From an optimization exercise on the open Yosys and OpenROAD flow, aimed at small area, a short achievable clock period and few clock cycles per item; shortcuts taken in it are not production practice.
Where RTL was checked, it was by simulation tests only, not by an equivalence proof against the original.
No activity file was given, so power comes from the tool's default toggle rates.

run 1:
Design hb_rx, start of the top module:
module hb_rx (
    input  wire       clk,
    input  wire       rst,         
    input  wire       in_valid,
    output wire       in_ready,
    input  wire [7:0] in_data,
    output wire       ev_valid,
    input  wire       ev_ready,
    output wire [7:0] ev_data
);
export LEC_CHECK = 0
export ABC_CLOCK_PERIOD_IN_PS = 3000
export CAP_MARGIN = 20
export CORE_MARGIN = 2
export CORE_UTILIZATION = 40
export SETUP_SLACK_MARGIN = 5
export SLEW_MARGIN = 20
create_clock -name core_clock -period 10.0 [get_ports {clk}]
run.sh (not shown) runs the stock make flow with config.mk's settings and CLKGATE_MAP_FILE= SYNTH_SCRIPT=/design/flow/synth_recipe.tcl, a recipe that flattens the netlist after the stock synthesis.
Both conditions hold for run 1: the flow ran to the end and the final layout passed the timing, DRC and antenna checks.
### run 1 -> run 2
Settings: CTS_BUF_LIST: unset -> sky130_fd_sc_hd__clkbuf_8; ABC_CLOCK_PERIOD_IN_PS: 3000 -> unset; CTS_CLUSTER_SIZE: unset -> 30; SETUP_SLACK_MARGIN: 5 -> unset.
==> notes.md <==
- Compared to run 1, run 2 has hold slack 29 ps higher.
- Smallest setup slack after layout sits higher in run 2 than in run 1.
- Compared with run 1, run 2 is more frugal on power.
- Synthesized cell area essentially unchanged between run 2 and run 1.
- Going from run 1 to run 2, non-clock buffer count grows by 4.6%.
- Taking run 1 as the reference point, the post-layout instance area of run 2 falls by 0.71%.
#### Input delta (run 3 over run 2)
Settings: a deleted CTS_CLUSTER_SIZE that had been 30; a deleted CTS_BUF_LIST that had been sky130_fd_sc_hd__clkbuf_8.
## What came out
Looking at final setup skew across run 2 and run 3, the one that comes out higher is run 2.
Run 3 completed end to end with timing, DRC and antenna clean.
The final cell utilization of the core on run 2 is in line with that on run 3.
| share of final layout cell area taken by non-clock buffers | run 3 vs run 2 | ≈ equal |
Function was not checked in any run of this note: the RTL went through the layout flow alone.


Another version of the RTL of hb_rx (not shown whole).
For scale: ~3600 cells after synthesis, about 2200 flip-flops, ~22 I/O pins, about 55000 µm² of cells after synthesis.
==> flow/config.mk <==
export PLATFORM = sky130hd
export DESIGN_NAME = hb_rx
export DESIGN_NICKNAME = hb_rx
export VERILOG_FILES = /design/flow/design.v
export SDC_FILE = /design/flow/constraint.sdc
export NUM_CORES = 4
export LEC_CHECK = 0
export CAP_MARGIN = 20
export CORE_MARGIN = 2
export CORE_UTILIZATION = 40
export CTS_CLUSTER_DIAMETER = 80
export CTS_CLUSTER_SIZE = 28
export SLEW_MARGIN = 20
==> flow/constraint.sdc <==
create_clock -name core_clock -period 10.0 [get_ports {clk}]
set_input_delay 2.0000 -clock core_clock [delete_from_list [all_inputs] [get_ports {clk}]]
set_output_delay 2.0000 -clock core_clock [all_outputs]
set_load 0.01 [all_outputs]
standard.sh (not shown) runs the stock make flow with config.mk's settings and CLKGATE_MAP_FILE= SYNTH_SCRIPT=/design/flow/synth_recipe.tcl, a recipe that flattens the netlist after the stock synthesis.
==> flow/flow/run.sh <==
#!/bin/bash
set -euo pipefail
cd "$(dirname "$0")/.."
bash standard.sh finish SETUP_SLACK_MARGIN=6.8 TNS_END_PERCENT=100 \
    "BUFFER_PORTS_ARGS=-buffer_cell sky130_fd_sc_hd__buf_4" > flow_make.log 2>&1
The starting point completed with no timing, DRC or antenna violations.
Testbench counts at the start, summed over its fixed seeds: cycles 26,059, items 480.
Change:
--- a/flow/config.mk
+++ b/flow/config.mk
@@ -10,0 +11 @@
+export CTS_BUF_LIST = sky130_fd_sc_hd__clkbuf_16
@@ -12 +13 @@
-export CTS_CLUSTER_SIZE = 28
+export CTS_CLUSTER_SIZE = 24
The new run passed the timing, DRC and antenna checks.
Critical path depth is unchanged.
First-iteration DRC count fell by a few percent.
Die area does not change.
Setup slack gets worse by 0.0064 ns.
Final cell count hardly moves.
Wire length barely changes.
Change:
--- a/flow/config.mk
+++ b/flow/config.mk
@@ -11 +10,0 @@
-export CTS_BUF_LIST = sky130_fd_sc_hd__clkbuf_16
After rerunning: First-iteration DRC count grows by about 1.4%; global-route usage is about the same; routed wire length is about the same; flip-flop and latch count stays the same; register-to-register slack stays flat; clock-buffer cell count goes up by 12; power hardly moves; synthesized area does not change; cell count barely changes; non-clock buffer count is unchanged; critical path depth stays the same.


## v29
Another version of the RTL of hb_rx (not shown whole).
Size: roughly 22 I/O pins, about 0.055 mm² of cells after synthesis.
export LEC_CHECK = 0
export CAP_MARGIN = 20
export CORE_MARGIN = 2
export CORE_UTILIZATION = 40
export CTS_CLUSTER_DIAMETER = 80
export CTS_CLUSTER_SIZE = 24
export SLEW_MARGIN = 20
create_clock -name core_clock -period 10.0 [get_ports {clk}]
Scripts as last shown in full above: flow/flow/run.sh
Testbench counts of v29, summed over its fixed seeds: cycles 26,059, items 480.
The inputs of v43 differ from those of v29 as listed below.
==> flow/flow/run.sh <==
#!/bin/bash
set -euo pipefail
cd "$(dirname "$0")/.."
bash standard.sh finish SETUP_SLACK_MARGIN=6.6 TNS_END_PERCENT=100 \
    "BUFFER_PORTS_ARGS=-buffer_cell sky130_fd_sc_hd__buf_4" > flow_make.log 2>&1
==> comparison <==
All of v43 and v29 finish clean. Between v29 and v43, the area fraction of clock buffers and clock inverters figures differ only marginally. Taking v29 as the reference, in v43 total power shows an increase of 0.57%; number of antenna violations at the first check in global routing shows no meaningful change.
The inputs of v57 differ from those of v43 as listed below.
==> flow/flow/run.sh <==
#!/bin/bash
set -euo pipefail
cd "$(dirname "$0")/.."
bash standard.sh finish SETUP_SLACK_MARGIN=6.6 TNS_END_PERCENT=10 \
    "BUFFER_PORTS_ARGS=-buffer_cell sky130_fd_sc_hd__buf_4" > flow_make.log 2>&1
--- outcome ---
Taking v43 as the reference, in v57 worst endpoint data arrival time grew by 0.06 ns; routed wire length grew by 720 µm.
Register-to-register slack: v57 < v43
A last element of the critical path of ev_data[4] is what v43 shows, while ev_valid belongs to v57.


hb_rx, a different RTL version from the one above (not shown whole).
Size: roughly 3,900 cells after synthesis, ~22 I/O pins, ~57,000 um2 of cells after synthesis.
export LEC_CHECK = 0
export CAP_MARGIN = 20
export CORE_MARGIN = 2
export CORE_UTILIZATION = 40
export CTS_CLUSTER_DIAMETER = 80
export CTS_CLUSTER_SIZE = 24
export SLEW_MARGIN = 20
create_clock -name core_clock -period 10.0 [get_ports {clk}]
==> flow/flow/run.sh <==
#!/bin/bash
set -euo pipefail
cd "$(dirname "$0")/.."
bash standard.sh finish SETUP_SLACK_MARGIN=6.6 TNS_END_PERCENT=10 > flow_make.log 2>&1
The starting point ran to the end with no violations.
Testbench counts at the start, summed over its fixed seeds: cycles 26,059, items 480.
Rerun with:
==> flow/flow/run.sh (replaced) <==
#!/bin/bash
set -euo pipefail
cd "$(dirname "$0")/.."
bash standard.sh finish SETUP_SLACK_MARGIN=6.6 TNS_END_PERCENT=10 \
    "BUFFER_PORTS_ARGS=-buffer_cell sky130_fd_sc_hd__buf_4" > flow_make.log 2>&1
--- a/flow/config.mk
+++ b/flow/config.mk
@@ -8,6 +8,6 @@
 export CAP_MARGIN = 20
 export CORE_MARGIN = 2
-export CORE_UTILIZATION = 40
+export CORE_UTILIZATION = 50
 export CTS_CLUSTER_DIAMETER = 80
-export CTS_CLUSTER_SIZE = 24
+export CTS_CLUSTER_SIZE = 28
 export SLEW_MARGIN = 20
Effect: Global-route usage goes up by 3.2 points. Sequential share of layout area went up by 0.85 points. Fmax is higher by a few percent.
Rerun with:
--- a/flow/config.mk
+++ b/flow/config.mk
@@ -8,6 +8,6 @@
 export CAP_MARGIN = 20
 export CORE_MARGIN = 2
-export CORE_UTILIZATION = 50
+export CORE_UTILIZATION = 40
 export CTS_CLUSTER_DIAMETER = 80
-export CTS_CLUSTER_SIZE = 28
+export CTS_CLUSTER_SIZE = 24
 export SLEW_MARGIN = 20
The new run went through all stages and came out clean.
Sequential power hardly moves.
Critical path depth falls by 1.
Setup slack gets better by 0.048 ns.
Die area rises by 25%.
Utilization drops by 11 points.

==> afterwards: timing with drivers on the ports <==
Ports are ideal in the flow. The routed layouts listed here were re-timed in OpenROAD.
Step 1, drivers: a clkbuf_16 drives clk and a buf_2 each remaining input, both assumed.
Step 2 adds t to the input delays and takes it off the output delays; t is the mean of the earliest and latest rising clock arrival at the registers after step 1. Input paths then give back, and output paths get back, about the clock's delay inside the block.
Three values: ideal, step 1, step 2; two values: the first two.
run | t (ns) | slack for setup (ns) | worst setup path at the end | pins driven straight from the clock port
run 1 | 0.944 | 5.292 / 5.292 / 5.292 | register to register | 1
run 2 | 1.149 | 5.472 / 5.472 / 5.472 | register to register | 1
run 3 | 0.938 | 5.482 / 5.482 / 5.482 | register to register | 1
the first run of note 2 | 0.795 | 6.761 / 6.691 / 6.470 | input to register | 1
the second run of note 2 | 0.791 | 6.755 / 6.685 / 6.441 | input to register | 1
the third run of note 2 | 0.792 | 6.755 / 6.685 / 6.432 | input to register | 1
v29 | 0.773 | 6.564 / 6.498 / 6.591 | input to register | 1
v43 | 0.787 | 6.574 / 6.508 / 6.395 | input to register | 1
v57 | 0.789 | 6.509 / 6.445 / 6.179 | input to register | 1
the first run of note 4 | 0.788 | 6.486 / 6.415 / 5.777 | input to register | 1
the second run of note 4 | 0.760 | 6.564 / 6.499 / 5.901 | input to register | 1
the third run of note 4 | 0.787 | 6.612 / 6.543 / 5.962 | input to register | 1
After both steps every run listed still meets setup and hold. For the first run of note 4, which loses most, drivers alone change the setup slack by -0.071 ns; drivers and shift together by -0.709 ns.
